This design comes from an exercise in tuning for small area, a short achievable clock period and few clock cycles per item on the open sky130 flow, not from production work. In this exercise RTL edits were held to simulation tests only and were not proved equivalent to the original. No activity file was given, so power comes from the tool's default toggle rates.

$ cat flow/config.mk
export PLATFORM = sky130hd
export DESIGN_NAME = llf
export DESIGN_NICKNAME = llf
export VERILOG_FILES = /design/flow/design.v
export SDC_FILE = /design/flow/constraint.sdc
export NUM_CORES = 4
export LEC_CHECK = 0
export ABC_AREA = 1
export ABC_CLOCK_PERIOD_IN_PS = 1500
export CAP_MARGIN = 20
export CORE_MARGIN = 2
export CORE_UTILIZATION = 40
export CTS_BUF_LIST = sky130_fd_sc_hd__clkbuf_8
export CTS_CLUSTER_SIZE = 32
export SETUP_SLACK_MARGIN = 2.4
export SLEW_MARGIN = 20
export TNS_END_PERCENT = 0
$ cat flow/design.v
module llf_crc8 (
    input  wire [7:0] c,    
    input  wire [7:0] b,    
    output reg  [7:0] y     
);
    integer i;
    always @(*) begin
        y = c ^ b;
        for (i = 0; i < 8; i = i + 1) begin
            if (y[7])
                y = {y[6:0], 1'b0} ^ 8'h07;
            else
                y = {y[6:0], 1'b0};
        end
    end
endmodule
module llf_eq_inc #(
    parameter N = 16
) (
    input  wire [N-1:0] x,
    input  wire [N-1:0] y,
    output wire         eq
);
    wire [N-1:0] z = x ^ y;
    wire [N-1:0] ok;
    assign ok[0] = z[0] & (x[0] ~^ z[1]);
    genvar i;
    generate
        for (i = 1; i < N - 1; i = i + 1) begin : g
            assign ok[i] = (~z[i] | z[i-1]) & (~z[i] | (x[i] ~^ z[i+1]));
        end
    endgenerate
    assign ok[N-1] = ~z[N-1] | z[N-2];
    assign eq = &ok;
endmodule
module llf_step16 #(
    parameter DOWN = 0
) (
    input  wire [15:0] x,
    output wire [15:0] y
);
    wire [15:0] t = DOWN ? ~x : x;
    wire [3:0]  g;
    genvar k, j;
    generate
        for (k = 0; k < 4; k = k + 1) begin : grp
            assign g[k] = &t[4*k+3:4*k];
        end
        for (k = 0; k < 4; k = k + 1) begin : gb
            wire pk;
            if (k == 0) begin : p0
                assign pk = 1'b1;
            end else begin : pn
                assign pk = &g[k-1:0];
            end
            for (j = 0; j < 4; j = j + 1) begin : b
                if (j == 0) begin : l0
                    assign y[4*k] = x[4*k] ^ pk;
                end else begin : ln
                    assign y[4*k+j] = x[4*k+j] ^ (pk & (&t[4*k+j-1:4*k]));
                end
            end
        end
    endgenerate
endmodule
module llf_rx (
    input  wire        clk,
    input  wire        rst,
    input  wire        rx_req_valid,
    input  wire [15:0] rx_req_cap,
    output wire        rx_req_ready,
    input  wire        src_valid,
    input  wire        src_err,
    input  wire [7:0]  src_data,
    output wire        src_ready,
    output reg         rxbuf_we,
    output wire [15:0] rxbuf_addr,
    output reg  [7:0]  rxbuf_data,
    output reg         rx_resp_valid,
    output wire [1:0]  rx_resp_status,
    output wire [15:0] rx_resp_len
);
    localparam [7:0] START_M  = 8'hFA,
                     DSTART_M = 8'hFB,
                     STOP_M   = 8'hFE;
    localparam [7:0] CRC_FA = 8'hE8,
                     CRC_FB = 8'hEF;
    reg        armed;
    reg        s_wait, s_lo, s_hi, s_hc, s_ds, s_pay, s_fc, s_stop;
    reg [15:0] rem;      
    reg [15:0] idx;      
    reg [15:0] capm2;    
    reg [7:0]  crc;
    reg        wok;      
    reg        ov;       
    reg        err_st;
    wire [7:0] b    = src_data;
    wire       step = src_valid & armed;
    wire       go   = step & ~src_err;
    assign rx_req_ready   = ~armed;
    assign src_ready      = armed;
    assign rxbuf_addr     = idx;
    assign rx_resp_status = {1'b0, err_st};
    assign rx_resp_len    = idx;
    wire [7:0] crc_upd;
    llf_crc8 u_crc (.c(crc), .b(b), .y(crc_upd));
    wire [15:0] idx1, rem1, reqm1;
    llf_step16 #(0) u_inc (.x(idx), .y(idx1));
    llf_step16 #(1) u_dec (.x(rem), .y(rem1));
    llf_step16 #(1) u_cap (.x({1'b0, rx_req_cap[15:1]}), .y(reqm1));
    wire cap_hit = idx == capm2;
    wire capnz   = capm2 != 16'hFFFE;
    wire last   = rem == 16'd1;
    wire lenz   = rem == 16'd0;
    wire is_fa  = b == START_M;
    wire is_fb  = b == DSTART_M;
    wire is_fe  = b == STOP_M;
    wire crc_eq = b == crc;
    wire fc_ok  = crc_eq & ~ov;
    wire done   = step & (src_err | (s_stop & is_fe));
    wire [7:0] crc_nx = ({8{step & s_wait}} & CRC_FA) | ({8{step & s_ds}} & CRC_FB)
                      | ({8{step & ~s_wait & ~s_ds}} & crc_upd) | ({8{~step}} & crc);
    wire armed_nx = armed ? ~done : rx_req_valid;
    wire        i_ff  = go & s_ds;
    wire        i_inc = go & (s_pay | s_fc);
    wire        i_clr = step & src_err;
    wire        i_hld = ~(i_ff | i_inc | i_clr);
    wire [15:0] idx_nx = {16{i_ff}} | ({16{i_inc}} & idx1) | ({16{i_hld}} & idx);
    wire        r_lo  = go & s_lo;
    wire        r_hi  = go & s_hi;
    wire        r_dec = go & s_pay;
    wire        r_hld = ~(r_lo | r_hi | r_dec);
    wire [15:0] rem_nx = ({16{r_dec}} & rem1)
                       | {({8{r_hi}} & b) | ({8{~r_hi & ~r_dec}} & rem[15:8]),
                          ({8{r_lo}} & b) | ({8{~r_lo & ~r_dec}} & rem[7:0])};
    wire wok_nx = (go & s_ds & capnz)
                | (wok & ~(go & s_ds) & ~(go & s_pay & cap_hit));
    wire ov_nx  = (ov & ~(go & s_ds)) | (go & s_pay & ~wok);
    always @(posedge clk) begin
        rxbuf_data <= b;
        idx <= idx_nx;
        rem <= rem_nx;
        wok <= wok_nx;
        ov  <= ov_nx;
        crc <= crc_nx;
        if (step)
            err_st <= src_err;
        if (!armed)
            capm2 <= {reqm1[14:0], rx_req_cap[0]};
    end
    always @(posedge clk) begin
        if (rst) begin
            armed         <= 1'b0;
            s_wait        <= 1'b1;
            s_lo          <= 1'b0;
            s_hi          <= 1'b0;
            s_hc          <= 1'b0;
            s_ds          <= 1'b0;
            s_pay         <= 1'b0;
            s_fc          <= 1'b0;
            s_stop        <= 1'b0;
            rxbuf_we      <= 1'b0;
            rx_resp_valid <= 1'b0;
        end else begin
            rxbuf_we      <= go & s_pay & wok;
            rx_resp_valid <= done;
            armed         <= armed_nx;
            if (step) begin
                if (src_err) begin
                    s_wait <= 1'b1;
                    s_lo   <= 1'b0;
                    s_hi   <= 1'b0;
                    s_hc   <= 1'b0;
                    s_ds   <= 1'b0;
                    s_pay  <= 1'b0;
                    s_fc   <= 1'b0;
                    s_stop <= 1'b0;
                end else begin
                    s_wait <= (s_wait & ~is_fa) | (s_hc & ~crc_eq) | (s_ds & ~is_fb)
                            | (s_fc & ~fc_ok) | s_stop;
                    s_lo   <= s_wait & is_fa;
                    s_hi   <= s_lo;
                    s_hc   <= s_hi;
                    s_ds   <= s_hc & crc_eq;
                    s_pay  <= (s_ds & is_fb & ~lenz) | (s_pay & ~last);
                    s_fc   <= (s_ds & is_fb & lenz) | (s_pay & last);
                    s_stop <= s_fc & fc_ok;
                end
            end
        end
    end
endmodule
module llf_tx (
    input  wire        clk,
    input  wire        rst,
    input  wire        tx_req_valid,
    input  wire        tx_req_pay,
    input  wire [15:0] tx_req_len,
    output wire        tx_req_ready,
    output wire        txpay_rd,
    output reg  [15:0] txpay_addr,
    input  wire [7:0]  txpay_data,
    output wire        sink_valid,
    output reg  [7:0]  sink_data,
    output wire        sink_last,
    input  wire        sink_ready,
    input  wire        sink_resp_valid,
    input  wire        sink_resp_err,
    input  wire [16:0] sink_resp_count,
    output reg         tx_resp_valid,
    output reg  [2:0]  tx_resp_status
);
    reg st_idle, st_h0, st_h1, st_h2, st_h3, st_h4, st_pay, st_fc, st_stp, st_wait;
    reg        rd;         
    reg        sv;         
    assign tx_req_ready = st_idle;
    assign txpay_rd     = rd;
    assign sink_valid   = sv;
    reg [15:0] len;
    reg        lenz;       
    reg [7:0]  crc;        
    reg        cur_last;   
    reg        mv, kv, kt;
    reg [7:0]  k;
    assign sink_last    = st_stp;
    wire tk    = sv & sink_ready;
    wire hs    = tx_req_valid & st_idle;
    wire reqz  = tx_req_len == 16'd0;
    wire nopay = ~tx_req_pay & ~reqz;
    wire [7:0] head   = kv ? k : txpay_data;
    wire       head_t = kv ? kt : mt;
    wire [7:0] crc_nx;
    llf_crc8 u_crc (.c(crc), .b(sink_data), .y(crc_nx));
    wire [15:0] raddr1;
    llf_step16 #(0) u_inc (.x(txpay_addr), .y(raddr1));
    wire mt = txpay_addr == len;
    wire [16:0] ca = sink_resp_count;
    wire [16:0] cb = ~{1'b0, len};
    wire [16:0] ck = 17'd6;
    wire [16:0] cy = ((ca & cb) | ((ca | cb) & ~ck)) << 1;
    wire        cnt_eq = &(ca ^ cb ^ ck ^ ~cy);
    wire cons  = tk & ((st_h4 & ~lenz) | (st_pay & ~cur_last));
    wire kcons = cons & kv;
    wire mcons = cons & ~kv;
    wire m2k   = rd & mv & ~mcons;
    wire to_idle = st_wait & sink_resp_valid;
    wire frame   = st_h0 | st_h1 | st_h2 | st_h3 | st_h4 | st_pay | st_fc | st_stp;
    wire kv_nx = frame & ((kv & ~kcons) | m2k);
    wire mv_nx = frame & (rd | (mv & ~mcons));
    wire k_ld  = ~kv | cons;    
    wire [15:0] addr_nx = {16{frame}} & (rd ? raddr1 : txpay_addr);
    wire        idle_nx = (st_idle & ~tx_req_valid) | to_idle | (st_h0 & ~sv);
    wire       sel_crc  = st_h2 | (st_h4 & lenz) | (st_pay & cur_last);
    wire       sel_head = (st_h4 & ~lenz) | (st_pay & ~cur_last);
    wire [7:0] byte_nx  = ({8{st_h0}} & len[7:0]) | ({8{st_h1}} & len[15:8])
                        | ({8{sel_crc}} & crc_nx) | ({8{st_h3}} & 8'hFB)
                        | ({8{sel_head}} & head) | ({8{st_fc}} & 8'hFE);
    wire       hold     = ~st_idle & ~tk;
    wire [7:0] sd_nx    = ({8{st_idle}} & 8'hFA) | ({8{tk}} & byte_nx)
                        | ({8{hold}} & sink_data);
    wire [7:0] crc_hd   = ({8{tk}} & crc_nx) | ({8{hold}} & crc);
    wire       cl_nx    = (tk & head_t) | (~tk & cur_last);
    always @(posedge clk) begin
        if (k_ld) begin
            k  <= txpay_data;
            kt <= mt;
        end
        kv <= kv_nx;
        mv <= mv_nx;
        txpay_addr <= addr_nx;
        tx_resp_status <= st_idle ? 3'b001
                        : {sink_resp_err, {2{~sink_resp_err & ~cnt_eq}}};
        if (st_idle) begin
            len  <= tx_req_len;
            lenz <= reqz;
        end
        crc       <= crc_hd;
        sink_data <= sd_nx;
        cur_last  <= cl_nx;
    end
    always @(posedge clk) begin
        if (rst) begin
            st_idle       <= 1'b1;
            st_h0         <= 1'b0;
            st_h1         <= 1'b0;
            st_h2         <= 1'b0;
            st_h3         <= 1'b0;
            st_h4         <= 1'b0;
            st_pay        <= 1'b0;
            st_fc         <= 1'b0;
            st_stp        <= 1'b0;
            st_wait       <= 1'b0;
            sv            <= 1'b0;
            tx_resp_valid <= 1'b0;
            rd            <= 1'b0;
        end else begin
            rd            <= ~(mv_nx & kv_nx);
            tx_resp_valid <= (hs & nopay) | to_idle;
            st_idle       <= idle_nx;
            if (hs) begin
                st_h0      <= 1'b1;
                sv         <= ~nopay;
            end
            if (st_h0 & ~sv)
                st_h0 <= 1'b0;
            if (tk) begin
                st_h0  <= 1'b0;
                st_h1  <= st_h0;
                st_h2  <= st_h1;
                st_h3  <= st_h2;
                st_h4  <= st_h3;
                st_pay <= (st_h4 & ~lenz) | (st_pay & ~cur_last);
                st_fc  <= (st_h4 & lenz) | (st_pay & cur_last);
                st_stp <= st_fc;
                if (st_stp) begin
                    st_wait    <= 1'b1;
                    sv         <= 1'b0;
                end
            end
            if (to_idle)
                st_wait <= 1'b0;
        end
    end
endmodule
module llf (
    input  wire        clk,
    input  wire        rst,
    input  wire        rx_req_valid,
    input  wire [15:0] rx_req_cap,
    output wire        rx_req_ready,
    output wire        rx_resp_valid,
    output wire [1:0]  rx_resp_status,
    output wire [15:0] rx_resp_len,
    input  wire        src_valid,
    input  wire        src_err,
    input  wire [7:0]  src_data,
    output wire        src_ready,
    output wire        rxbuf_we,
    output wire [15:0] rxbuf_addr,
    output wire [7:0]  rxbuf_data,
    input  wire        tx_req_valid,
    input  wire        tx_req_pay,
    input  wire [15:0] tx_req_len,
    output wire        tx_req_ready,
    output wire        tx_resp_valid,
    output wire [2:0]  tx_resp_status,
    output wire        txpay_rd,
    output wire [15:0] txpay_addr,
    input  wire [7:0]  txpay_data,
    output wire        sink_valid,
    output wire [7:0]  sink_data,
    output wire        sink_last,
    input  wire        sink_ready,
    input  wire        sink_resp_valid,
    input  wire        sink_resp_err,
    input  wire [16:0] sink_resp_count
);
    llf_rx u_rx (
        .clk            (clk),
        .rst            (rst),
        .rx_req_valid   (rx_req_valid),
        .rx_req_cap     (rx_req_cap),
        .rx_req_ready   (rx_req_ready),
        .src_valid      (src_valid),
        .src_err        (src_err),
        .src_data       (src_data),
        .src_ready      (src_ready),
        .rxbuf_we       (rxbuf_we),
        .rxbuf_addr     (rxbuf_addr),
        .rxbuf_data     (rxbuf_data),
        .rx_resp_valid  (rx_resp_valid),
        .rx_resp_status (rx_resp_status),
        .rx_resp_len    (rx_resp_len)
    );
    llf_tx u_tx (
        .clk             (clk),
        .rst             (rst),
        .tx_req_valid    (tx_req_valid),
        .tx_req_pay      (tx_req_pay),
        .tx_req_len      (tx_req_len),
        .tx_req_ready    (tx_req_ready),
        .txpay_rd        (txpay_rd),
        .txpay_addr      (txpay_addr),
        .txpay_data      (txpay_data),
        .sink_valid      (sink_valid),
        .sink_data       (sink_data),
        .sink_last       (sink_last),
        .sink_ready      (sink_ready),
        .sink_resp_valid (sink_resp_valid),
        .sink_resp_err   (sink_resp_err),
        .sink_resp_count (sink_resp_count),
        .tx_resp_valid   (tx_resp_valid),
        .tx_resp_status  (tx_resp_status)
    );
endmodule
$ cat flow/flow/run.sh
#!/bin/bash
# The standard layout, with the port buffers made of sky130_fd_sc_hd__buf_1
# cells instead of the default choice. Every port still gets its buffer.
bash standard.sh "BUFFER_PORTS_ARGS=-buffer_cell sky130_fd_sc_hd__buf_1" finish > standard.log 2>&1
$ cat flow/constraint.sdc
create_clock -name core_clock -period 4.0 [get_ports {clk}]
set_input_delay 0.8000 -clock core_clock [delete_from_list [all_inputs] [get_ports {clk}]]
set_output_delay 0.8000 -clock core_clock [all_outputs]
set_load 0.01 [all_outputs]
$ cat flow/standard.sh
#!/bin/bash
# synth_recipe.tcl (not shown) runs the flow's synth.tcl, then flattens the netlist and writes it again
# the make line also repeats each setting of config.mk as NAME=value (left out here)
make -C /OpenROAD-flow-scripts/flow DESIGN_CONFIG=/design/flow/config.mk WORK_HOME=/design/flow/orfs CLKGATE_MAP_FILE= SYNTH_SCRIPT=/design/flow/synth_recipe.tcl "${@:-finish}"
==> results of run 1 <==
## cell usage after synthesis (all sizes together), types with 14 or more instances
library cell | n | area [um2]
buf | 23 | 159
ha | 40 | 500
inv | 152 | 576
a21oi | 40 | 200
dfxtp | 111 | 2220
o221ai | 14 | 123
o21ai | 39 | 199
nor2 | 93 | 444
nand4 | 24 | 165
edfxtp | 44 | 1320
xor2 | 24 | 210
nor3 | 18 | 100
nand2 | 278 | 1070
nand3 | 58 | 313
xnor2 | 38 | 333
## area by class of cell
class / count / share of cell area, %
Timing Repair Buffer: 163 / 6.83
Inverter: 154 / 6.22
Tap cell: 275 / 3.51
Multi-Input combinational cell: 731 / 42.7
Sequential cell: 155 / 36.6
Clock inverter: 15 / 1.63
Timing Repair inverter: 1 / 0.0511
Clock buffer: 17 / 2.39
## state kept, by name (all words and copies together), names as in the netlist, 16 cells and up, named ones only
| signal | flops |
|---|---|
| u_tx.txpay_addr | 16 |
| u_rx.capm2 | 16 |
| u_rx.rem | 16 |
| u_tx.len | 16 |
| u_rx.idx | 16 |
## stage by stage
step / setup WS, ps / hold slack [ps]
2_1_floorplan: 1830 / 426
6_report: 2120 / 451
3_5_place_dp: 1450 / 444
4_1_cts: 2090 / 456
3_3_place_gp: 1520 / 437
5_1_grt: 2070 / 477
## timing repair
action                                  4_1_cts  5_1_grt
endpoints found under the setup margin      153      167
pin swaps                                     0        2
resized for setup                            33       14
gates cloned                                  1        0
setup buffers                                 5        4
## where the power goes
group          switching (uW)  total (uW)  leakage (uW)  internal [uW]
Clock                     657        1220      0.000204            566
Sequential                101        1830       0.00136           1730
Combinational             387         610       0.00272            223
## cell families (layout without fill, tap and decap cells)
| group | after synthesis | count (layout) | share of synthesized area (%) |
|---|---|---|---|
| flops | 155 | 155 | 41.9 |
| compound gates | 130 | 130 | 9.49 |
| fa+ha+maj | 40 | 40 | 5.92 |
| buf+inv | 182 | 350 | 9.01 |
| xor+xnor | 62 | 62 | 6.42 |
| simple gates | 498 | 498 | 27.2 |
| other cells | 1 | 1 | 0.0444 |
## worst max path at each step
| stage | from | to | cells after the start | slack (ps) |
|---|---|---|---|---|
| finish | u_rx.armed | rx_req_ready | 2 | 2120 |
| global route | u_rx.armed | rx_req_ready | 2 | 2070 |
| CTS | u_rx.armed | rx_req_ready | 2 | 2090 |
| detailed placement | sink_ready | u_tx.k[2] | 5 | 1450 |
| global placement | rx_req_cap[2] | u_rx.capm2[14] | 12 | 1520 |
| floorplan | rx_req_cap[2] | u_rx.capm2[14] | 11 | 1830 |
## metal layers
| metal | vias up | global-route usage (%) | share of wire, % |
|---|---|---|---|
| li1 | 3797 | - | - |
| met1 | 3363 | 24.7 | 44 |
| met2 | 182 | 34.1 | 49 |
| met3 | 30 | 3.79 | 4.4 |
| met4 | 0 | 6.52 | 2.0 |
| met5 | - | 0 | 0 |
## worst register-to-register path, delay by kind of cell (launching register included)
family,cells,cell delay [ps]
flip-flops,1,560
AND/OR/NAND/NOR,2,480
buffers and inverters,1,380
AO/OA/AOI/OAI,3,250
==> results.json, run 1 <==
{
  "worstSetupPathType": "reg -> out",
  "layout_commonest_cell": "nand2_1",
  "end_kind": "output pin",
  "cp.required_ps": 3200,
  "cts.clk_slew.worst_paths_ps": 90,
  "dp_hpwl_mm": 16.4,
  "multi_input_area_mm2": 0.00419,
  "gp_congestion": 0.861,
  "clock_sinks": 155,
  "fin_tns_setup_ps": 0,
  "fin_crit_ps": 1880,
  "synth_nets": 1183,
  "min_from": "u_tx.st_wait",
  "vdd_drop_max_v": 0.000176,
  "placed_cell_area_mm2": 0.00925,
  "max_freq_mhz": 533,
  "rsz0062_at_grt": "true",
  "nFillCells": 2130,
  "grt_pass1_wl_mm": 34.4,
  "n_antenna_cell": 0,
  "worstHoldEndpoint": "u_tx.st_wait",
  "dieArea_mm2": 0.0223,
  "final-max-slew-violation-count": 0,
  "most-common-layout-cells": "nand2_1 (269), buf_1 (146), inv_1 (145)",
  "async_reset_ff_share_pct": 0,
  "status": "finished clean",
  "holdCritPathClass": "reg -> reg",
  "instances_no_fill": 1511,
  "wl_per_cell_um": 14.2,
  "power_uw": 3670,
  "drtIter0Drc": 381,
  "hold_path_depth": 2,
  "vias": 7372,
  "grt-ovfl-total": 0,
  "routed_wl_mm": 21.4,
  "drive_above_1_share_pct": 10.8,
  "crit_chain": "clkinvlp_4 -> buf_6",
  "ys_ff_latch": 155,
  "grt_usage_pct": 19.7,
  "reg2reg_slack_ps": 2230,
  "ys_seq_area_share_pct": 41.9,
  "timing.rr.end": "u_tx.sink_data[6]",
  "fin_util_pct": 46.9,
  "fin_worst_skew_ps": 13.4,
  "critical-path-slowest-cell": "dfxtp_4",
  "drcViolationCount": 0,
  "drtAntennaViolNets": 0,
  "initial_utilization_pct": 40.5,
  "port_buffers": 151,
  "dieHeight_um": 149,
  "syn_area_mm2": 0.00845,
  "worstRegToRegCells": 6,
  "cp-start-kind": "register",
  "fp-row-count": 53,
  "via_per_inst": 4.88,
  "hold_buffers": 0,
  "arrival_ps": 1080,
  "drt_pass1_iterations": 5,
  "h-tree-depth": 4,
  "cap_violations": 0,
  "grt_max_degree": 22,
  "crit_buf_inv": 2,
  "crit_fanout": 3,
  "yosysUniqueCellTypes": 53,
  "p_per_area_mw_per_mm2": 374,
  "syn_avg_cell_area_um2": 7.92,
  "seq_area_mm2": 0.00359,
  "cts_tree": "built",
  "fin_crit_sh_pct": 46.9,
  "yosysWarnings": 3,
  "core_mm2": 0.0209,
  "critical-path-top-delay-family": "flip-flops",
  "root_buffer": "clkbuf_8",
  "clk_latency_ps": 470,
  "critPathMaxStageDelay_ps": 380,
  "cts_buffer_depth": 2,
  "setup_viol": 0,
  "io_pins": 153,
  "finalNetCount": 1338,
  "antenna_found_initial": 0,
  "synth_edf_count": 44,
  "die_w_um": 149,
  "hold_violations": 0,
  "first_global_vias": 6889,
  "place_inst": 1469,
  "area_growth_pct": 15.9,
  "r2r_start": "u_tx.kv",
  "synth_flop_cell": "dfxtp_1",
  "cts_buffers": 17,
  "synth_cells": 1068,
  "p_leak_uw": 0.00428,
  "stdcell_area_mm2": 0.00980
}
Testbench counts, summed over its fixed seeds: cycles 124,644, bytes 105,422.
==> run 2, diff against run 1 <==
--- a/flow/config.mk
+++ b/flow/config.mk
@@ -13,5 +13,5 @@
 export CTS_BUF_LIST = sky130_fd_sc_hd__clkbuf_8
 export CTS_CLUSTER_SIZE = 32
-export SETUP_SLACK_MARGIN = 2.4
+export SETUP_SLACK_MARGIN = 2.2
 export SLEW_MARGIN = 20
-export TNS_END_PERCENT = 0
+export TNS_END_PERCENT = 5
==> run 2 against run 1 <==
Against the previous run:
- still clean
- utilization rose by 0.29 points
- critical path depth unchanged
- wire length rose by 0.36%
- combinational power increased by 1%
- critical endpoint unchanged
- largest power group unchanged
==> results.json, run 2 <==
{
  "end_kind": "output pin",
  "grt-ovfl-total": 0,
  "yosysUniqueCellTypes": 53,
  "fin_crit_ps": 1880,
  "status": "finished clean",
  "final-max-slew-violation-count": 0,
  "fin_tns_setup_ps": 0,
  "holdCritPathClass": "reg -> reg",
  "hold_buffers": 0,
  "dp_hpwl_mm": 16.4,
  "crit_chain": "clkinvlp_4 -> buf_6",
  "p_leak_uw": 0.00432,
  "critical-path-slowest-cell": "dfxtp_4",
  "reg2reg_slack_ps": 2250,
  "fin_crit_sh_pct": 47.0,
  "vdd_drop_max_v": 0.000178,
  "grt_max_degree": 22,
  "hold_violations": 0,
  "clock_sinks": 155,
  "crit_fanout": 3,
  "worstRegToRegCells": 10,
  "yosysMostFrequentCell": "nand2_1",
  "dieHeight_um": 149,
  "worstSetupPathType": "reg -> out",
  "ys_top_cells_by_area": "dfxtp_1 (26%), edfxtp_1 (16%), nand2_1 (12%)",
  "io_pins": 153,
  "rsz0062_at_grt": "true",
  "drtAntennaViolNets": 0,
  "drive_above_1_share_pct": 11.8,
  "async_reset_ff_share_pct": 0,
  "grt_usage_pct": 19.7,
  "critPathMaxStageDelay_ps": 380,
  "synth_cells": 1068,
  "yosysWarnings": 3,
  "via_per_inst": 4.87,
  "hold_path_depth": 2,
  "fin_worst_skew_ps": 15.7,
  "p_per_area_mw_per_mm2": 373,
  "antenna_found_initial": 0,
  "core_mm2": 0.0209,
  "cp.required_ps": 3200,
  "timing.rr.end": "u_rx.idx[13]",
  "setup_ws_ps": 2120,
  "finalNetCount": 1339,
  "arrival_ps": 1080,
  "grt_pass1_wl_mm": 34.4,
  "most-common-layout-cells": "nand2_1 (268), inv_1 (145), buf_1 (144)",
  "worstHoldEndpoint": "u_tx.st_wait",
  "cts_buffers": 17,
  "setup_viol": 0,
  "port_buffers": 151,
  "stdcell_area_mm2": 0.00986,
  "fin_util_pct": 47.2,
  "root_buffer": "clkbuf_8",
  "max_freq_mhz": 532,
  "placed_cell_area_mm2": 0.00925,
  "cts_buffer_depth": 2,
  "dp_slack_ps": 1450,
  "ys_ff_latch": 155,
  "initial_utilization_pct": 40.5,
  "fp-row-count": 53,
  "syn_area_mm2": 0.00845,
  "yosys.area.top_type_share_pct": 26.3,
  "min_from": "u_tx.st_wait",
  "yosysTopAreaCell": "dfxtp_1",
  "ys_seq_area_share_pct": 41.9,
  "cts_tree": "built",
  "clk_latency_ps": 470,
  "routed_wl_mm": 21.5,
  "die_w_um": 149,
  "layout_commonest_cell": "nand2_1",
  "vias": 7366,
  "cap_violations": 0,
  "crit_start": "u_rx.armed",
  "wl_per_cell_um": 14.2,
  "cts.clk_slew.worst_paths_ps": 90,
  "r2r_start": "u_rx.idx[0]",
  "drcViolationCount": 0,
  "syn_avg_cell_area_um2": 7.92,
  "drtIter0Drc": 414,
  "cp-start-kind": "register",
  "drt_pass1_iterations": 6,
  "h-tree-depth": 4,
  "n_antenna_cell": 0,
  "synth_flop_cell": "dfxtp_1",
  "synth_nets": 1183,
  "synth_commonest_cells": "nand2_1 (270), inv_1 (148), dfxtp_1 (111)",
  "dieArea_mm2": 0.0223,
  "area_growth_pct": 16.7,
  "synth_edf_count": 44,
  "first_global_vias": 6889,
  "gp_congestion": 0.861
}
-- run 2: cell count changes in the layout (fill, tap and decap cells not counted), moves of 2 or more --
cell     before  now
xnor2_2       0    5
xnor2_1      38   33
buf_1       146  144
dfxtp_1      81   79
-- run 2: cell families after synthesis --
kind of cell | count (synthesis) | share of synthesized area (%)
and+or+nand+nor | 498 | 27.2
buffers and inverters | 182 | 9.01
DFF | 155 | 41.9
AOI/OAI and AO/OA | 130 | 9.49
xor gates and xnor gates | 62 | 6.42
adders and majority gates | 40 | 5.92
other | 1 | 0.0444
-- run 2: worst max path at each step --
| stage | to | slack, ps | cells past startpoint |
|---|---|---|---|
| finish | rx_req_ready | 2120 | 2 |
| global route | rx_req_ready | 2070 | 2 |
| CTS | rx_req_ready | 2090 | 2 |
| detailed placement | u_tx.k[2] | 1450 | 5 |
| global placement | u_rx.capm2[14] | 1520 | 12 |
| floorplan | u_rx.capm2[14] | 1830 | 11 |
-- run 2: layout make-up --
cell class,instances,area (um2)
clock buffers,17,234
clock inverters,15,160
fillers,2117,11000
inverters,154,613
multi-input cells,731,4230
flip-flops and latches,155,3600
well taps,275,344
repair buffers,163,672
repair inverters,2,10.0
-- run 2: what timing repair did --
action / 4_1_cts / 5_1_grt
pin swaps: 0 / 2
setup endpoints to repair: 99 / 125
resized for setup: 34 / 26
gates cloned: 1 / 1
setup buffers: 5 / 4
-- run 2: per-layer routing --
layer  up-vias  global-route usage [%]  routed length, um
li1       3798                       -                  -
met1      3370                    24.7               9640
met2       175                    34.1              10500
met3        23                    3.79                898
met4         0                    6.52                416
met5         -                       0                  0
-- run 2: worst max-delay path, delay by kind of cell (launching register included) --
kind,cells,cell delay (ps)
flops,1,380
buf+inv,2,230
-- run 2: metrics by stage --
step / hold slack [ps] / power, uW / cells
after CTS: 456 / 3690 / 1507
final: 452 / 3680 / 1512
after floorplan: 426 / 2260 / 1068
after global placement: 437 / 2450 / 1469
after global routing: 476 / 3880 / 1512
after detailed placement: 444 / 2460 / 1469
-- run 2: power by group --
group	total, uW	switching (uW)	internal (uW)	leakage, uW
sequential	1840	102	1730	0.00136
clock	1230	664	566	0.000204
combinational	616	390	226	0.00275
==> run 3, diff against run 2 <==
--- a/flow/config.mk
+++ b/flow/config.mk
@@ -13,5 +13,6 @@
 export CTS_BUF_LIST = sky130_fd_sc_hd__clkbuf_8
 export CTS_CLUSTER_SIZE = 32
+export PLACE_DENSITY = 0.7
 export SETUP_SLACK_MARGIN = 2.2
 export SLEW_MARGIN = 20
-export TNS_END_PERCENT = 5
+export TNS_END_PERCENT = 0
==> run 3 against run 2 <==
Against the previous run:
- count of clock-buffer cells in the layout grew 1
- final cell count grew 0.26%
- hold slack better by 1.0 ps
- clock power hardly changed
- register-to-register slack got worse by 40 ps
- combinational power increased by 1%
- non-clock buffer count up 5
- critical path depth up 10
- die area unchanged
- critical endpoint is now u_rx.capm2[14]
- largest power group unchanged
==> results.json, run 3 <==
{
  "synth_nets": 1183,
  "fin_crit_sh_pct": 46.8,
  "dieArea_mm2": 0.0223,
  "drtAntennaViolNets": 0,
  "fp-row-count": 53,
  "h-tree-depth": 4,
  "syn_area_mm2": 0.00845,
  "p_per_area_mw_per_mm2": 369,
  "dp_hpwl_mm": 15.7,
  "via_per_inst": 4.95,
  "clk_latency_ps": 450,
  "layout_commonest_cell": "nand2_1",
  "p_leak_uw": 0.00430,
  "drt_pass1_iterations": 5,
  "crit_chain": "buf_2 -> inv_12 -> ha_4 -> nor3b_4 -> nand2_2 -> nor2_4 -> nand2_1 -> nor2_2 -> nand2_1 -> inv_1 -> ha_2 -> xor2_1",
  "ys_seq_area_share_pct": 41.9,
  "cap_violations": 0,
  "cts_buffer_depth": 2,
  "cp.required_ps": 4210,
  "async_reset_ff_share_pct": 0,
  "worstSetupPathType": "in -> reg",
  "crit_buf_inv": 3,
  "dp_slack_ps": 1500,
  "n_antenna_cell": 0,
  "nFillCells": 2059,
  "seq_area_mm2": 0.00360,
  "setup_viol": 0,
  "status": "finished clean",
  "cp-start-kind": "input pin",
  "hold_buffers": 0,
  "gp_congestion": 0.913,
  "holdCritPathClass": "reg -> reg",
  "cts.clk_slew.worst_paths_ps": 90,
  "synth_cells": 1068,
  "routed_wl_mm": 20.6,
  "grt_usage_pct": 18.7,
  "initial_utilization_pct": 40.5,
  "port_buffers": 151,
  "dieHeight_um": 149,
  "yosysUniqueCellTypes": 53,
  "core_mm2": 0.0209,
  "critical-path-slowest-cell": "nor3b_4",
  "most-common-layout-cells": "nand2_1 (269), buf_1 (147), inv_1 (144)",
  "critPathMostFrequentCell": "nand2_1",
  "cts_tree": "built",
  "grt_pass1_wl_mm": 33.0,
  "synth_commonest_cells": "nand2_1 (270), inv_1 (148), dfxtp_1 (111)",
  "first_global_vias": 7015,
  "ys_ff_latch": 155,
  "yosys.area.top_type_share_pct": 26.3,
  "ys_top_cells_by_area": "dfxtp_1 (26%), edfxtp_1 (16%), nand2_1 (12%)",
  "crit_fanout": 3,
  "path_depth": 12,
  "final-max-slew-violation-count": 0,
  "yosysMostFrequentCell": "nand2_1",
  "fin_crit_ps": 1870,
  "rsz0062_at_grt": "true",
  "drive_above_1_share_pct": 11.5,
  "critPathMaxStageDelay_ps": 200,
  "vdd_drop_max_v": 0.000197,
  "vias": 7509,
  "critical-path-top-delay-family": "simple AND/OR/NAND/NOR gates",
  "antenna_found_initial": 0,
  "area_growth_pct": 17.0,
  "drtIter0Drc": 416,
  "die_w_um": 149,
  "syn_avg_cell_area_um2": 7.92,
  "fin_worst_skew_ps": 14.4,
  "wl_per_cell_um": 13.6,
  "max_freq_mhz": 534,
  "synth_flop_cell": "dfxtp_1",
  "fin_tns_setup_ps": 0,
  "yosysWarnings": 3,
  "multi_input_area_mm2": 0.00419,
  "drcViolationCount": 0,
  "cts_buffers": 17,
  "yosysTopAreaCell": "dfxtp_1",
  "hold_violations": 0,
  "io_pins": 153,
  "end_kind": "register",
  "grt-ovfl-total": 0,
  "clock_sinks": 155,
  "root_buffer": "clkbuf_8",
  "grt_max_degree": 18,
  "setup_ws_ps": 2130,
  "finalNetCount": 1343,
  "worstRegToRegCells": 10,
  "hold_path_depth": 2,
  "arrival_ps": 2090,
  "synth_edf_count": 44
}
run 3: cell count changes in the layout (fill, tap and decap cells not counted), moves of 2 or more:
cell	change
buf_1	+3
clkinv_2	-2
buf_2	-3
xnor2_1	+5
inv_6	-2
xnor2_2	-5
inv_8	+2
buf_4	+3
dfxtp_1	-2
run 3: tightest hold or removal path: stages (launching register included):
cell	delay (ps)
dfxtp_1	310
inv_1	50
a21oi_1	60
run 3: cell families after synthesis:
kind of cell	share of synthesized area (%)
adders and majority gates	5.92
buffers and inverters	9.01
other	0.0444
AOI/OAI and AO/OA	9.49
xor gates and xnor gates	6.42
and+or+nand+nor	27.2
DFF	41.9
run 3: routing by layer:
layer / GRT usage (%) / up-vias / share of wire (%)
met2: 32.7 / 204 / 49
met5: 0 / - / 0
met1: 22.7 / 3458 / 44
met4: 6.52 / 0 / 2.3
li1: - / 3815 / -
met3: 3.79 / 32 / 5.4
run 3: area by class of cell:
cell class	instances	share of cell area, %
Tap cell	275	3.48
Timing Repair inverter	1	0.0506
Clock buffer	18	2.50
Sequential cell	155	36.4
Clock inverter	14	1.56
Inverter	154	6.20
Multi-Input combinational cell	731	42.3
Timing Repair Buffer	168	7.51
run 3: power by group:
| part | leakage, uW | internal (uW) | switching, uW | total [uW] |
|---|---|---|---|---|
| logic | 0.00274 | 239 | 383 | 622 |
| registers | 0.00136 | 1730 | 98.7 | 1830 |
| clock network | 0.000198 | 534 | 662 | 1200 |
| total | 0.00430 | 2500 | 1140 | 3650 |
run 3: final timing paths:
| check | from | endpoint | slack (ps) |
|---|---|---|---|
| worst min-delay path | u_tx.st_wait | u_tx.st_wait | 450 |
| worst min register to register | u_tx.st_wait | u_tx.st_wait | 450 |
| worst max-delay path | rx_req_cap[2] | u_rx.capm2[14] | 2130 |
| worst max register to register | u_rx.idx[0] | u_rx.idx[13] | 2210 |
run 3: metrics by stage:
step | cell area, um2 | util [%] | std cells | total power [uW] | hold WS [ps]
finish | 9890 | 47.4 | 1516 | 3650 | 453
global route | 9890 | 47.4 | 1516 | 3850 | 501
CTS | 9790 | 46.9 | 1508 | 3680 | 457
detailed placement | 9250 | 44.3 | 1469 | 2450 | 445
global placement | 9250 | 44.3 | 1469 | 2430 | 437
floorplan | 8490 | - | 1068 | 2260 | 426
run 3: what timing repair did:
action,in CTS,in global routing
cloned,2,0
endpoints found under the setup margin,92,115
resized for setup,34,21
setup buffers,5,8
pin swaps,0,2
hold endpoints to repair,0,0
==> run 4, diff against run 3 <==
--- a/flow/config.mk
+++ b/flow/config.mk
@@ -13,5 +13,5 @@
 export CTS_BUF_LIST = sky130_fd_sc_hd__clkbuf_8
 export CTS_CLUSTER_SIZE = 32
-export PLACE_DENSITY = 0.7
+export GPL_ROUTABILITY_DRIVEN = 0
 export SETUP_SLACK_MARGIN = 2.2
 export SLEW_MARGIN = 20
==> run 4 against run 3 <==
Against the previous run:
- largest power group unchanged
- still clean
- critical path depth shrank 10
- clock power is essentially flat
- setup slack lost 3.7 ps
- via count shrank 1.8%
- utilization shrank 0.44 points
- wire length grew 3.6%
- first-iteration DRC count shrank 8.4%
- combinational power shrank 2%
- cell area shrank 0.94%
- final cell count shrank 0.33%
- non-clock buffer count shrank 5
- die area is the same
==> results.json, run 4 <==
{
  "fin_tns_setup_ps": 0,
  "drt_pass1_iterations": 5,
  "whs_ps": 451,
  "yosys.area.top_type_share_pct": 26.3,
  "path_depth": 2,
  "antenna_found_initial": 0,
  "h-tree-depth": 4,
  "via_per_inst": 4.88,
  "clock_power_share_pct": 33.4,
  "ys_seq_area_share_pct": 41.9,
  "arrival_ps": 1080,
  "switching_power_uw": 1150,
  "hold_buffers": 0,
  "core_mm2": 0.0209,
  "initial_utilization_pct": 40.5,
  "dp_hpwl_mm": 16.4,
  "worstRegToRegCells": 6,
  "p_sw_share_pct": 31.2,
  "final-max-slew-violation-count": 0,
  "yosysUniqueCellTypes": 53,
  "grt_usage_pct": 19.7,
  "drive_above_1_share_pct": 10.8,
  "drtIter0Drc": 381,
  "crit_chain": "clkinvlp_4 -> buf_6",
  "layout_commonest_cell": "nand2_1",
  "hold_violations": 0,
  "critical-path-slowest-cell": "dfxtp_4",
  "drcViolationCount": 0,
  "yosysTopAreaCell": "dfxtp_1",
  "ys_top_cells_by_area": "dfxtp_1 (26%), edfxtp_1 (16%), nand2_1 (12%)",
  "synth_commonest_cells": "nand2_1 (270), inv_1 (148), dfxtp_1 (111)",
  "dieArea_mm2": 0.0223,
  "p_per_area_mw_per_mm2": 374,
  "wl_per_cell_um": 14.2,
  "cp.required_ps": 3200,
  "first_global_vias": 6889,
  "synth_flop_cell": "dfxtp_1",
  "internal_power_uw": 2520,
  "drtAntennaViolNets": 0,
  "area_growth_pct": 15.9,
  "die_w_um": 149,
  "fin_crit_ps": 1880,
  "holdCritPathClass": "reg -> reg",
  "crit_buf_inv": 2,
  "end_kind": "output pin",
  "finalNetCount": 1338,
  "synth_cells": 1068,
  "syn_area_mm2": 0.00845,
  "crit_fanout": 3,
  "syn_avg_cell_area_um2": 7.92,
  "ys_ff_latch": 155,
  "synth_edf_count": 44,
  "cp-start-kind": "register",
  "status": "finished clean",
  "fin_worst_skew_ps": 13.4,
  "port_buffers": 151,
  "grt_max_degree": 22,
  "grt-ovfl-total": 0,
  "hold_path_depth": 2,
  "power_uw": 3670,
  "synth_nets": 1183,
  "dieHeight_um": 149,
  "setup_viol": 0,
  "worstSetupPathType": "reg -> out",
  "routed_wl_mm": 21.4,
  "cts_buffers": 17,
  "vias": 7372,
  "nFillCells": 2130,
  "critPathMaxStageDelay_ps": 380,
  "io_pins": 153,
  "cap_violations": 0,
  "seq_area_mm2": 0.00359,
  "root_buffer": "clkbuf_8",
  "comb_power_share_pct": 16.7,
  "cts_buffer_depth": 2,
  "seqPwrFrac_pct": 50.0,
  "vdd_drop_max_v": 0.000176,
  "grt_pass1_wl_mm": 34.4,
  "max_freq_mhz": 533,
  "most-common-layout-cells": "nand2_1 (269), buf_1 (146), inv_1 (145)",
  "clock_sinks": 155,
  "fp-row-count": 53,
  "cts.clk_slew.worst_paths_ps": 90,
  "async_reset_ff_share_pct": 0,
  "cts_tree": "built",
  "yosysWarnings": 3,
  "fin_crit_sh_pct": 46.9,
  "p_leak_uw": 0.00428,
  "multi_input_area_mm2": 0.00419,
  "clk_latency_ps": 470,
  "yosysMostFrequentCell": "nand2_1",
  "critical-path-top-delay-family": "flip-flops",
  "rsz0062_at_grt": "true",
  "n_antenna_cell": 0,
  "fin_util_pct": 46.9
}
## run 4: cell counts after synthesis
No cell type changed its count.
## run 4: layout make-up
type / count / share of cell area (%)
multi-input cells: 731 / 42.7
flip-flops and latches: 155 / 36.6
repair buffers: 163 / 6.83
inverters: 154 / 6.22
well taps: 275 / 3.51
clock buffers: 17 / 2.39
clock inverters: 15 / 1.63
repair inverters: 1 / 0.0511
## run 4: metal layers
metal	GRT usage, %	up-vias	routed length, um
met1	24.7	3363	9510
met5	0	-	0
met4	6.52	0	438
li1	-	3797	-
met3	3.79	30	941
met2	34.1	182	10500
## run 4: logic make-up (layout without fill, tap and decap cells)
family	count (synthesis)	in the layout	synth area share, %
AOI/OAI and AO/OA	130	130	9.49
xor gates and xnor gates	62	62	6.42
adders and majority gates	40	40	5.92
buffers and inverters	182	350	9.01
DFF	155	155	41.9
other	1	1	0.0444
and+or+nand+nor	498	498	27.2
## run 4: power groups by stage
stage / Combinational [uW] / Clock, uW / Sequential [uW]
final: 610 / 1220 / 1830
after global routing: 699 / 1320 / 1850
after floorplan: 404 / 0 / 1850
after detailed placement: 589 / 0 / 1870
after CTS: 609 / 1250 / 1830
after global placement: 582 / 0 / 1870
## run 4: repair_timing
| action | 4_1_cts | 5_1_grt |
|---|---|---|
| setup buffers | 5 | 4 |
| endpoints found under the setup margin | 99 | 125 |
| cloned | 1 | 0 |
| pin swaps | 0 | 2 |
| resized for setup | 33 | 14 |
## run 4: worst paths after layout
check | startpoint | end | slack [ps]
worst min register to register | u_tx.st_wait | u_tx.st_wait | 450
worst min-delay path | u_tx.st_wait | u_tx.st_wait | 450
worst max-delay path | u_rx.armed | rx_req_ready | 2120
worst max register to register | u_tx.kv | u_tx.sink_data[6] | 2230
## run 4: tightest hold or removal path: cells and delay by family (launching register included)
family,cells,cell delay (ps)
buffers and inverters,1,50
AO/OA/AOI/OAI,1,50
flip-flops,1,310
## run 4: through the flow
stage	worst slack, ps	std cells	area (um2)
after detailed placement	1450	1469	9250
after global placement	1520	1469	9250
after CTS	2090	1507	9740
final	2120	1511	9800
after global routing	2070	1511	9800
after floorplan	1830	1068	8490
==> run 5, diff against run 4 <==
--- a/flow/config.mk
+++ b/flow/config.mk
@@ -13,5 +13,4 @@
 export CTS_BUF_LIST = sky130_fd_sc_hd__clkbuf_8
 export CTS_CLUSTER_SIZE = 32
-export GPL_ROUTABILITY_DRIVEN = 0
 export SETUP_SLACK_MARGIN = 2.2
 export SLEW_MARGIN = 20
==> run 5 against run 4 <==
Against the previous run:
- non-clock buffer count is the same
- area after synthesis unchanged
- first-iteration DRC count unchanged
- critical path depth stayed put
- maximum frequency unchanged
- hold slack unchanged
- combinational power hardly changed
- via count did not move
- count of clock-buffer cells in the layout unchanged
- sequential power about the same
- utilization stayed put
- clock skew is the same
==> results.json, run 5 <==
{
  "p_per_area_mw_per_mm2": 374,
  "critical-path-top-delay-family": "flip-flops",
  "synth_edf_count": 44,
  "max_freq_mhz": 533,
  "vdd_drop_max_v": 0.000176,
  "final-max-slew-violation-count": 0,
  "wl_met1_mm": 9.51,
  "cts_buffers": 17,
  "dieHeight_um": 149,
  "stdcell_area_mm2": 0.00980,
  "fin_tns_setup_ps": 0,
  "yosysTopAreaCell": "dfxtp_1",
  "fin_crit_ps": 1880,
  "drtAntennaViolNets": 0,
  "fin_util_pct": 46.9,
  "drive_above_1_share_pct": 10.8,
  "fin_worst_skew_ps": 13.4,
  "layout_commonest_cell": "nand2_1",
  "yosysUniqueCellTypes": 53,
  "ys_seq_area_share_pct": 41.9,
  "status": "finished clean",
  "h-tree-depth": 4,
  "root_buffer": "clkbuf_8",
  "critical-path-slowest-cell": "dfxtp_4",
  "yosysWarnings": 3,
  "dieArea_mm2": 0.0223,
  "yosysMostFrequentCell": "nand2_1",
  "cp-start-kind": "register",
  "wl_per_cell_um": 14.2,
  "crit_fanout": 3,
  "synth_flop_cell": "dfxtp_1",
  "setup_viol": 0,
  "gp_congestion": 0.861,
  "cp.required_ps": 3200,
  "grt_usage_pct": 19.7,
  "synth_cells": 1068,
  "dp_hpwl_mm": 16.4,
  "n_antenna_cell": 0,
  "finalNetCount": 1338,
  "clk_latency_ps": 470,
  "core_mm2": 0.0209,
  "dr_wl_met3_um": 941,
  "ys_top_cells_by_area": "dfxtp_1 (26%), edfxtp_1 (16%), nand2_1 (12%)",
  "synth_commonest_cells": "nand2_1 (270), inv_1 (148), dfxtp_1 (111)",
  "dr.max_layer_used": "met4",
  "cts_buffer_depth": 2,
  "grt_max_degree": 22,
  "vias": 7372,
  "antenna_found_initial": 0,
  "io_pins": 153,
  "most-common-layout-cells": "nand2_1 (269), buf_1 (146), inv_1 (145)",
  "cts.clk_slew.worst_paths_ps": 90,
  "cts_tree": "built",
  "area_growth_pct": 15.9,
  "port_buffers": 151,
  "hold_violations": 0,
  "via_per_inst": 4.88,
  "holdCritPathClass": "reg -> reg",
  "crit_buf_inv": 2,
  "fp-row-count": 53,
  "async_reset_ff_share_pct": 0,
  "critPathMaxStageDelay_ps": 380,
  "drcViolationCount": 0,
  "arrival_ps": 1080,
  "placed_cell_area_mm2": 0.00925,
  "worstSetupPathType": "reg -> out",
  "p_leak_uw": 0.00428,
  "crit_chain": "clkinvlp_4 -> buf_6",
  "die_w_um": 149,
  "first_global_vias": 6889,
  "grt_pass1_wl_mm": 34.4,
  "synth_nets": 1183,
  "drt_pass1_iterations": 5,
  "fin_crit_sh_pct": 46.9,
  "drtIter0Drc": 381,
  "whs_ps": 451,
  "grt-ovfl-total": 0,
  "rsz0062_at_grt": "true",
  "clock_sinks": 155,
  "initial_utilization_pct": 40.5,
  "syn_avg_cell_area_um2": 7.92,
  "routed_wl_mm": 21.4,
  "yosys.area.top_type_share_pct": 26.3,
  "ys_ff_latch": 155,
  "wl_met2_mm": 10.5,
  "syn_area_mm2": 0.00845,
  "end_kind": "output pin",
  "cap_violations": 0
}
-- run 5: cell counts in the layout (fill, tap and decap cells not counted) --
Identical to the previous run, type by type.
-- run 5: cell type report --
cell class	count	area [um2]
clock buffer	17	234
clock inverter	15	160
fill	2130	11100
inverter	154	609
multi-input combinational	731	4190
sequential	155	3590
tap	275	344
timing repair buffer	163	669
timing repair inverter	1	5.00
-- run 5: kinds of logic after synthesis --
kind of cell / Yosys count / share of synthesized area, %
AOI/OAI and AO/OA: 130 / 9.49
other: 1 / 0.0444
and+or+nand+nor: 498 / 27.2
buffers and inverters: 182 / 9.01
xor gates and xnor gates: 62 / 6.42
adders and majority gates: 40 / 5.92
DFF: 155 / 41.9
-- run 5: repair_timing --
action	CTS	global route
resized for setup	33	14
cloned	1	0
endpoints found under the setup margin	99	125
setup buffers	5	4
pin swaps	0	2
hold buffers	0	0
endpoints found under the hold margin	0	0
-- run 5: metrics by stage --
stage | power [uW] | worst slack, ps | instances
global route | 3870 | 2070 | 1511
global placement | 2450 | 1520 | 1469
floorplan | 2260 | 1830 | 1068
detailed placement | 2460 | 1450 | 1469
CTS | 3690 | 2090 | 1507
finish | 3670 | 2120 | 1511
-- run 5: worst paths after layout --
kind                                    from                 to  slack (ps)  cells past startpoint
worst min-delay path            u_tx.st_wait       u_tx.st_wait         450                      2
worst min register to register  u_tx.st_wait       u_tx.st_wait         450                      2
worst max-delay path              u_rx.armed       rx_req_ready        2120                      2
worst max register to register       u_tx.kv  u_tx.sink_data[6]        2230                      6
-- run 5: per-layer routing --
| metal | GRT usage (%) | up-vias |
|---|---|---|
| li1 | - | 3797 |
| met1 | 24.7 | 3363 |
| met2 | 34.1 | 182 |
| met3 | 3.79 | 30 |
| met4 | 6.52 | 0 |
| met5 | 0 | - |
-- run 5: power breakdown --
group | switching [uW] | internal (uW) | total (uW)
combinational | 387 | 223 | 610
clock | 657 | 566 | 1220
sequential | 101 | 1730 | 1830
-- run 5: worst register-to-register path, cell delays in order, from the launching register on --
cell and delay [ps]:
dfxtp_1 560, clkinv_1 380, or2_2 380, o211ai_1 90
nand3b_1 100, o21ai_0 70, o21ai_0 90
==> run 6, diff against run 5 <==
--- a/flow/config.mk
+++ b/flow/config.mk
@@ -10,5 +10,5 @@
 export CAP_MARGIN = 20
 export CORE_MARGIN = 2
-export CORE_UTILIZATION = 40
+export CORE_UTILIZATION = 55
 export CTS_BUF_LIST = sky130_fd_sc_hd__clkbuf_8
 export CTS_CLUSTER_SIZE = 32
==> run 6 against run 5 <==
Against the previous run:
- still clean on timing, DRC and antenna
- clock power about the same
- combinational power down 0.8%
- sequential share of layout area increased by 0.28 points
- non-clock buffer count fell by 5
- wire length down 7.0%
- synthesized cell count did not move
- global-route usage is 5.0 points higher
- hold slack improved by 8.9 ps
==> results.json, run 6 <==
{
  "port_buffers": 151,
  "fin_crit_ps": 1920,
  "hold_violations": 0,
  "nFillCells": 1376,
  "critPathMostFrequentCell": "nand2_1",
  "io_pins": 153,
  "yosysMostFrequentCell": "nand2_1",
  "seqPwrFrac_pct": 49.7,
  "initial_utilization_pct": 56.0,
  "dieHeight_um": 128,
  "routed_wl_mm": 19.9,
  "wl_per_cell_um": 14.0,
  "drt_pass1_iterations": 5,
  "grt_usage_pct": 24.8,
  "dp_hpwl_mm": 15.2,
  "worstSetupPathType": "in -> reg",
  "holdCritPathClass": "reg -> reg",
  "crit_chain": "buf_2 -> inv_12 -> ha_4 -> nor3b_4 -> nand2_2 -> nor2_2 -> nand2_1 -> nor2_1 -> nand2_1 -> inv_1 -> ha_2 -> xor2_1",
  "grt_util_met3_pct": 4.22,
  "busiest_layer": "met2",
  "fp-row-count": 45,
  "yosysWarnings": 3,
  "yosysUniqueCellTypes": 53,
  "setup.worst_path.end": "u_rx.capm2[14]",
  "timing.rr.end": "u_tx.sink_data[6]",
  "fin_tns_setup_ps": 0,
  "most-common-layout-cells": "nand2_1 (269), buf_1 (149), inv_1 (148)",
  "antenna_found_initial": 0,
  "synth_flop_cell": "dfxtp_1",
  "cp-start-kind": "input pin",
  "fin_worst_skew_ps": 8.53,
  "syn_avg_cell_area_um2": 7.92,
  "synth_nets": 1183,
  "cts_buffers": 17,
  "clk_latency_ps": 450,
  "finalNetCount": 1333,
  "vias": 7239,
  "yosysTopAreaCell": "dfxtp_1",
  "p_leak_uw": 0.00427,
  "drtIter0Drc": 443,
  "p_per_area_mw_per_mm2": 382,
  "cts_tree": "built",
  "synth_commonest_cells": "nand2_1 (270), inv_1 (148), dfxtp_1 (111)",
  "final-max-slew-violation-count": 0,
  "end_kind": "register",
  "die_w_um": 128,
  "grt_max_degree": 18,
  "cap_violations": 0,
  "use_met1_pct": 31.4,
  "crit_start": "rx_req_cap[2]",
  "layout_commonest_cell": "nand2_1",
  "critPathMaxStageDelay_ps": 210,
  "gp_congestion": 0.843,
  "async_reset_ff_share_pct": 0,
  "ys_top_cells_by_area": "dfxtp_1 (26%), edfxtp_1 (16%), nand2_1 (12%)",
  "area_growth_pct": 14.3,
  "worstRegToRegCells": 6,
  "status": "finished clean",
  "clock_power_share_pct": 34.0,
  "rsz0062_at_grt": "true",
  "core_mm2": 0.0151,
  "ys_ff_latch": 155,
  "comb_power_share_pct": 16.4,
  "root_buffer": "clkbuf_8",
  "n_antenna_cell": 0,
  "drive_above_1_share_pct": 8.46,
  "grt-ovfl-total": 0,
  "max_freq_mhz": 521,
  "fin_crit_sh_pct": 48.0,
  "ys_seq_area_share_pct": 41.9,
  "critical-path-slowest-cell": "nor3b_4",
  "switching_power_uw": 1040,
  "drcViolationCount": 0,
  "h-tree-depth": 4,
  "syn_area_mm2": 0.00845,
  "internal_power_uw": 2650,
  "fin_util_pct": 64.1,
  "r2r_start": "u_tx.kv",
  "dieArea_mm2": 0.0164,
  "synth_cells": 1068,
  "p_sw_share_pct": 28.2,
  "yosys.area.top_type_share_pct": 26.3,
  "seq_area_mm2": 0.00357,
  "clock_sinks": 155,
  "multi_input_area_mm2": 0.00417,
  "vdd_drop_max_v": 0.000220,
  "cts.clk_slew.worst_paths_ps": 80,
  "grt_pass1_wl_mm": 32.1,
  "reg2reg_slack_ps": 2190,
  "synth_edf_count": 44,
  "cts_buffer_depth": 2,
  "setup_viol": 0,
  "cp.required_ps": 4200,
  "drtAntennaViolNets": 0,
  "crit_fanout": 3,
  "first_global_vias": 6782,
  "grt_use_met2_pct": 42.6,
  "via_per_inst": 5.11,
  "arrival_ps": 2120
}
## run 6: kinds of logic after synthesis
logic type      Yosys count  share of synthesized area [%]
buf+inv                 182                           9.01
flops                   155                           41.9
other cells               1                         0.0444
compound gates          130                           9.49
simple gates            498                           27.2
fa+ha+maj                40                           5.92
xor+xnor                 62                           6.42
## run 6: area by class of cell
| class | count | share of cell area, % |
|---|---|---|
| Sequential cell | 155 | 36.9 |
| Timing Repair inverter | 1 | 0.0518 |
| Clock inverter | 12 | 1.63 |
| Clock buffer | 19 | 2.71 |
| Timing Repair Buffer | 158 | 6.82 |
| Multi-Input combinational cell | 731 | 43.1 |
| Inverter | 154 | 6.30 |
| Tap cell | 188 | 2.43 |
## run 6: stage by stage
step	cells	hold WS [ps]	cell area, um2	worst slack (ps)	power [uW]
5_1_grt	1418	473	9670	2020	3880
3_3_place_gp	1382	444	9140	1520	2450
6_report	1418	460	9670	2080	3690
3_5_place_dp	1382	449	9140	1480	2450
4_1_cts	1418	462	9660	2080	3710
2_1_floorplan	1068	426	8490	1830	2260
## run 6: worst min path at each step
stage                       from            to  slack (ps)  cells past startpoint
finish              u_tx.st_wait  u_tx.st_wait         460                      2
floorplan           u_tx.st_wait  u_tx.st_wait         430                      2
CTS                 u_tx.st_wait  u_tx.st_wait         460                      2
global placement        u_rx.wok       u_rx.ov         440                      1
global route            u_rx.wok       u_rx.ov         470                      1
detailed placement  u_tx.st_wait  u_tx.st_wait         450                      2
## run 6: routing by layer
metal	vias to the layer above	share of wire [%]
met5	-	0
li1	3780	-
met3	22	3.9
met4	0	1.8
met1	3265	46
met2	172	48
## run 6: power groups by stage
stage | clock [uW] | sequential (uW) | combinational, uW
6_report | 1250 | 1830 | 605
5_1_grt | 1350 | 1850 | 689
4_1_cts | 1280 | 1830 | 605
3_5_place_dp | 0 | 1870 | 584
3_3_place_gp | 0 | 1870 | 580
2_1_floorplan | 0 | 1850 | 404
## run 6: what timing repair did
action,4_1_cts,5_1_grt
hold buffers,0,0
cloned,2,0
endpoints found under the setup margin,94,116
gates resized for setup,23,2
setup buffers,3,0
## run 6: critical path: cells and delay by family
family        cells  cell delay (ps)
simple gates      6              740
fa+ha+maj         2              280
buf+inv           3              250
xor+xnor          1               50
==> run 7, diff against run 6 <==
--- a/flow/config.mk
+++ b/flow/config.mk
@@ -10,5 +10,5 @@
 export CAP_MARGIN = 20
 export CORE_MARGIN = 2
-export CORE_UTILIZATION = 55
+export CORE_UTILIZATION = 50
 export CTS_BUF_LIST = sky130_fd_sc_hd__clkbuf_8
 export CTS_CLUSTER_SIZE = 32
==> run 7 against run 6 <==
Against the previous run:
- utilization shrank 5.2 points
- cell area grew 0.91%
- non-clock buffer count grew 4
- count of clock-buffer cells in the layout shrank 2
- area after synthesis is the same
- global-route usage shrank 1.2 points
- first-iteration DRC count shrank 14%
- flip-flop and latch count is the same
- total power shrank 0.46%
- still clean
- highest routed layer unchanged
- critical path type is now reg -> out
==> results.json, run 7 <==
{
  "status": "finished clean",
  "dieArea_mm2": 0.0180,
  "core_mm2": 0.0166,
  "vdd_drop_max_v": 0.000212,
  "max_freq_mhz": 534,
  "fin_tns_setup_ps": 0,
  "min_from": "u_tx.st_wait",
  "final-max-slew-violation-count": 0,
  "yosysUniqueCellTypes": 53,
  "io_pins": 153,
  "cp.required_ps": 3200,
  "hold_buffers": 0,
  "yosysMostFrequentCell": "nand2_1",
  "worstRegToRegCells": 9,
  "r2r_start": "u_rx.rem[0]",
  "hold_violations": 0,
  "drtAntennaViolNets": 0,
  "dp_hpwl_mm": 15.8,
  "synth_flop_cell": "dfxtp_1",
  "grt_pass1_wl_mm": 33.3,
  "h-tree-depth": 4,
  "p_leak_uw": 0.00426,
  "syn_avg_cell_area_um2": 7.92,
  "root_buffer": "clkbuf_8",
  "reg2reg_slack_ps": 2200,
  "yosysTopAreaCell": "dfxtp_1",
  "syn_area_mm2": 0.00845,
  "fin_crit_sh_pct": 46.8,
  "ys_top_cells_by_area": "dfxtp_1 (26%), edfxtp_1 (16%), nand2_1 (12%)",
  "holdCritPathClass": "reg -> reg",
  "yosys.area.top_type_share_pct": 26.3,
  "fp-row-count": 47,
  "arrival_ps": 1070,
  "synth_edf_count": 44,
  "fin_crit_ps": 1870,
  "grt-ovfl-total": 0,
  "yosysWarnings": 3,
  "cts_buffer_depth": 2,
  "synth_nets": 1183,
  "clock_sinks": 155,
  "synth_cells": 1068,
  "p_per_area_mw_per_mm2": 377,
  "nFillCells": 1619,
  "rsz0062_at_grt": "true",
  "crit_buf_inv": 3,
  "worst_pin_slew_ps": 520,
  "synth_commonest_cells": "nand2_1 (270), inv_1 (148), dfxtp_1 (111)",
  "finalNetCount": 1337,
  "critical-path-slowest-cell": "dfxtp_4",
  "critical-path-top-delay-family": "flip-flops",
  "die_w_um": 134,
  "most-common-layout-cells": "nand2_1 (268), buf_1 (148), inv_1 (145)",
  "drcViolationCount": 0,
  "layout_commonest_cell": "nand2_1",
  "cts.clk_slew.worst_paths_ps": 80,
  "fin_worst_skew_ps": 9.74,
  "antenna_found_initial": 0,
  "drive_above_1_share_pct": 10.5,
  "ys_seq_area_share_pct": 41.9,
  "clk_latency_ps": 470,
  "critPathMaxStageDelay_ps": 360,
  "port_buffers": 151,
  "async_reset_ff_share_pct": 0,
  "routed_wl_mm": 20.9,
  "ys_ff_latch": 155,
  "grt_usage_pct": 23.6,
  "grt_max_degree": 21,
  "hold_path_depth": 2,
  "vias": 7312,
  "worstSetupPathType": "reg -> out",
  "gp_congestion": 0.867,
  "wl_per_cell_um": 14.4,
  "first_global_vias": 6621,
  "timing.rr.end": "u_rx.rem[13]",
  "drt_pass1_iterations": 5,
  "dieHeight_um": 134,
  "slew_headroom_pct": 65.3,
  "fin_util_pct": 58.8,
  "cts_buffers": 17,
  "crit_chain": "inv_2 -> buf_8 -> buf_6",
  "n_antenna_cell": 0,
  "crit_fanout": 2,
  "initial_utilization_pct": 51.0,
  "area_growth_pct": 15.4,
  "cp-start-kind": "register",
  "cts_tree": "built",
  "drtIter0Drc": 383,
  "worstHoldEndpoint": "u_tx.st_wait",
  "end_kind": "output pin",
  "via_per_inst": 5.03,
  "setup_viol": 0,
  "cap_violations": 0
}
run 7: cell counts after synthesis:
Identical to the previous run, type by type.
run 7: worst max-delay path by stage:
stage | start | endpoint | slack (ps) | cells past startpoint
floorplan | rx_req_cap[2] | u_rx.capm2[14] | 1830 | 11
global placement | sink_ready | u_tx.k[7] | 1510 | 5
detailed placement | rx_req_cap[2] | u_rx.capm2[14] | 1480 | 12
CTS | u_rx.armed | rx_req_ready | 2110 | 3
global route | rx_req_cap[1] | u_rx.capm2[14] | 2060 | 12
finish | u_rx.armed | rx_req_ready | 2130 | 3
run 7: kinds of logic (layout without fill, tap and decap cells):
logic type      Yosys count  count (layout)  synth area share (%)
simple gates            498             498                  27.2
buf+inv                 182             349                  9.01
flops                   155             155                  41.9
compound gates          130             130                  9.49
xor+xnor                 62              62                  6.42
fa+ha+maj                40              40                  5.92
other cells               1               1                0.0444
run 7: power by group:
group / total, uW / internal [uW] / leakage (uW) / switching, uW
clock network: 1230 / 615 / 0.000192 / 614
registers: 1830 / 1730 / 0.00136 / 103
logic: 613 / 225 / 0.00271 / 387
run 7: timing repair:
item / 4_1_cts / 5_1_grt
gates cloned: 1 / 0
resized for setup: 35 / 14
pin swaps: 1 / 5
buffers inserted: 6 / 1
setup endpoints to repair: 99 / 134
run 7: worst min-delay path: cells and delay by family, from the launching register on:
| kind | cells | cell delay [ps] |
|---|---|---|
| AO/OA/AOI/OAI | 1 | 50 |
| buffers and inverters | 1 | 40 |
| flip-flops | 1 | 310 |
run 7: layout make-up:
type / instances / area (um2) / area share (%)
multi-input combinational: 731 / 4200 / 43.1
sequential: 155 / 3580 / 36.7
timing repair buffer: 162 / 673 / 6.90
inverter: 154 / 609 / 6.25
tap: 220 / 275 / 2.82
clock buffer: 17 / 234 / 2.40
clock inverter: 15 / 174 / 1.78
timing repair inverter: 1 / 5.00 / 0.0513
run 7: per-layer routing:
metal  part of all wire [%]  up-vias  GRT usage (%)
met1                     46     3299           30.8
met4                    1.8        0           7.43
li1                       -     3798              -
met3                    5.5       28           5.52
met2                     47      187           38.8
met5                      0        -              0
run 7: metrics by stage:
stage	total power, uW	area (um2)	hold slack (ps)	setup WS (ps)	cells
detailed placement	2460	9180	444	1480	1415
floorplan	2260	8490	426	1830	1068
CTS	3700	9700	456	2110	1454
finish	3680	9750	450	2130	1455
global placement	2460	9180	435	1510	1415
global route	3870	9750	471	2060	1455

afterwards: timing with drivers on the ports:
The flow's constraints put no driver on any port. The routed layouts listed below were extracted and timed again, unchanged, in two steps. Step 1 (the two cells are an assumption about what drives the block):
set clk [get_ports {clk}]
set_driving_cell -lib_cell sky130_fd_sc_hd__clkbuf_16 $clk
set_driving_cell -lib_cell sky130_fd_sc_hd__buf_2 [delete_from_list [all_inputs] $clk]
Step 2, shift: input delay + t, output delay - t, t = (earliest + latest rising clock arrival at the registers) / 2. This alone moves slack from input paths to output paths. Slacks: no drivers / after step 1 / after step 2; pairs: no drivers / after step 1.
run	shift t [ns]	setup slack, ns	worst slew at a driven data input, ns
run 1	0.498	2.125 / 2.085 / 1.663	0.05
run 2	0.503	2.121 / 2.082 / 1.661	0.05
run 3	0.488	2.128 / 2.095 / 1.657	0.05
run 4	0.498	2.125 / 2.085 / 1.663	0.05
run 5	0.498	2.125 / 2.085 / 1.663	0.05
run 6	0.480	2.081 / 2.065 / 1.619	0.04
run 7	0.504	2.127 / 2.085 / 1.694	0.07
After both steps every run listed still meets setup and hold. The setup slack of run 3, which loses most, moves by -0.033 ns with the drivers and by -0.471 ns with both steps.
